This design comes from an exercise in tuning for small area, a short achievable clock period and few clock cycles per item on the open sky130 flow, not from production work. Function was checked by simulation only, so behaviour that the tests miss may differ from the original.

## job 8332
==> flow/design.v (excerpt) <==
module wsr_ramp_scaler (
    input  wire        clk,
    input  wire        rst,
    input  wire        cmd_valid,
    output wire        cmd_ready,
    input  wire [31:0] cmd_gs,
    input  wire [31:0] cmd_ge,
    input  wire [15:0] cmd_n,
    input  wire [7:0]  cmd_c,
    input  wire        in_valid,
    output wire        in_ready,
    input  wire [31:0] in_data,
    output reg         out_valid,
    input  wire        out_ready,
    output reg  [31:0] out_data,
    output reg         out_last
);
Size: roughly 6200 cells after synthesis, ~650 flip-flops, roughly 160 I/O pins, roughly 59000 sq um of cells after synthesis.
clock: 36.0 ns
lec_check: 0
cap_margin: 20
core_margin: 2
core_utilization: 40
slew_margin: 20
run.sh (not shown) runs the stock make flow with config.mk's settings and CLKGATE_MAP_FILE= SYNTH_SCRIPT=/design/flow/synth_recipe.tcl, a recipe that flattens the netlist after the stock synthesis.
Testbench counts of job 8332, summed over its fixed seeds: cycles 52,356, samples 52,064.
The inputs of job 2585 differ from those of job 8332 as listed below.
- swapping 40 for 55 in CORE_UTILIZATION
- putting CTS_BUF_LIST at sky130_fd_sc_hd__clkbuf_8 where nothing was set
==> flow/flow/run.sh (new file) <==
#!/bin/bash
# Own layout flow: the standard flow (standard.sh, unchanged synthesis),
# with two changes to how the layout is made:
#  - the port buffers are sky130_fd_sc_hd__buf_2 cells instead of the delay
#    buffers buffer_ports picks by default;
#  - the resizer's setup repair is asked to keep a margin below the clock
#    period, so that it sizes the cells on the longest paths instead of
#    leaving the minimum-size cells that synthesis gave.
# The constraints (SDC) are the standard flow's own and unchanged. Each step's full
# output goes to a log file here.
set -euo pipefail
export SETUP_SLACK_MARGIN=27.4
export BUFFER_PORTS_ARGS="-buffer_cell sky130_fd_sc_hd__buf_2"
bash standard.sh synth > synth.log 2>&1
bash standard.sh finish > layout.log 2>&1
==> flow/standard.sh (new file) <==
#!/bin/bash
# synth_recipe.tcl (not shown) runs the flow's synth.tcl, then flattens the netlist and writes it again
# the make line also repeats each setting of config.mk as NAME=value (left out here)
make -C /OpenROAD-flow-scripts/flow DESIGN_CONFIG=/design/flow/config.mk WORK_HOME=/design/flow/orfs CLKGATE_MAP_FILE= SYNTH_SCRIPT=/design/flow/synth_recipe.tcl "${@:-finish}"
removed: flow/run.sh
## What came out
- Job 2585 finished every step from synthesis to the final layout, and the layout passed the timing, DRC and antenna checks.
- Taking job 8332 as the reference point, the area overhead of the layout relative to synthesis of job 2585 falls by 2.7 points.
- [job 2585] global-route usage rose 7.7 points relative to job 8332
- Job 2585 ended with less worst hold slack than job 8332.
- Job 8332 reports its worst setup path startpoint as in_data[20] while job 2585 reports out_data[1]$_DFFE_PN_.
- Job 8332 and job 2585 ended up with nearly the same clock tree buffer depth.
- Compared to job 8332, job 2585 has maximum operating frequency 12% higher.
- Job 2585 vs job 8332 — first-pass GRT wire length dropped slightly
- Compared job 2585 vs job 8332, and register share of the cell area is up in job 2585.
- Row number of clock buffers in the layout: job 2585 higher / job 8332 lower
- Job 2585 ends up with higher number of setup buffers added after CTS than job 8332 does.
Edits applied to the flow inputs when going from job 2585 to job 6607:
- CTS_BUF_LIST no longer set, was sky130_fd_sc_hd__clkbuf_8
- CORE_UTILIZATION now 40, was 55
==> flow/flow/run.sh <==
#!/bin/bash
# Own layout flow: the standard flow (standard.sh, unchanged synthesis),
# with the resizer's setup repair asked to keep a margin below the clock
# period, so that it sizes the cells on the longest paths instead of leaving
# the minimum-size cells that synthesis gave. The constraints (SDC) are
# the standard flow's own and unchanged. Each step's full output goes to a log here.
set -euo pipefail
export SETUP_SLACK_MARGIN=27.2
bash standard.sh synth > synth.log 2>&1
bash standard.sh finish > layout.log 2>&1
### Flow results
- Job 6607: flow completed, timing, DRC and antenna clean
- Routed wire in job 6607 totals more than in job 2585.
- Looking at length of the first detailed-routing pass in iterations, job 6607 sits 2 higher than job 2585 does.
- For job 2585, the critical-path cell with the highest stage delay was edfxtp_1, unlike job 6607, where it was nor4_1.
- On delay of the slowest cell on the worst path: between job 6607 and job 2585, it ends up lower for job 2585.
- Looking at global-route usage across job 6607 and job 2585, the one that comes out higher is job 2585.

## static timing again, ports no longer ideal
In the flow no input, the clock included, has a driving cell. The finished layouts below were timed again as built, in two steps. Step 1 assumes that a clkbuf_16 drives the clock port and a buf_2 every other input. Step 2 also shifts input and output timing later by t, the mid clock arrival at the registers, as if the neighbouring blocks saw the same clock. Three values: ideal, step 1, step 2; two values: the first two.
run	t (ns)	setup WS [ns]	hold slack, ns	slew at the worst register clock pin (ns)
job 8332	0.739	26.438 / 26.486 / 25.747	0.409 / 0.409 / 0.409	0.06 / 0.06
job 2585	0.843	27.435 / 27.365 / 27.195	0.395 / 0.395 / 0.395	0.08 / 0.08
job 6607	0.740	27.213 / 27.205 / 26.522	0.409 / 0.409 / 0.409	0.07 / 0.07
After both steps every run listed still meets setup and hold.
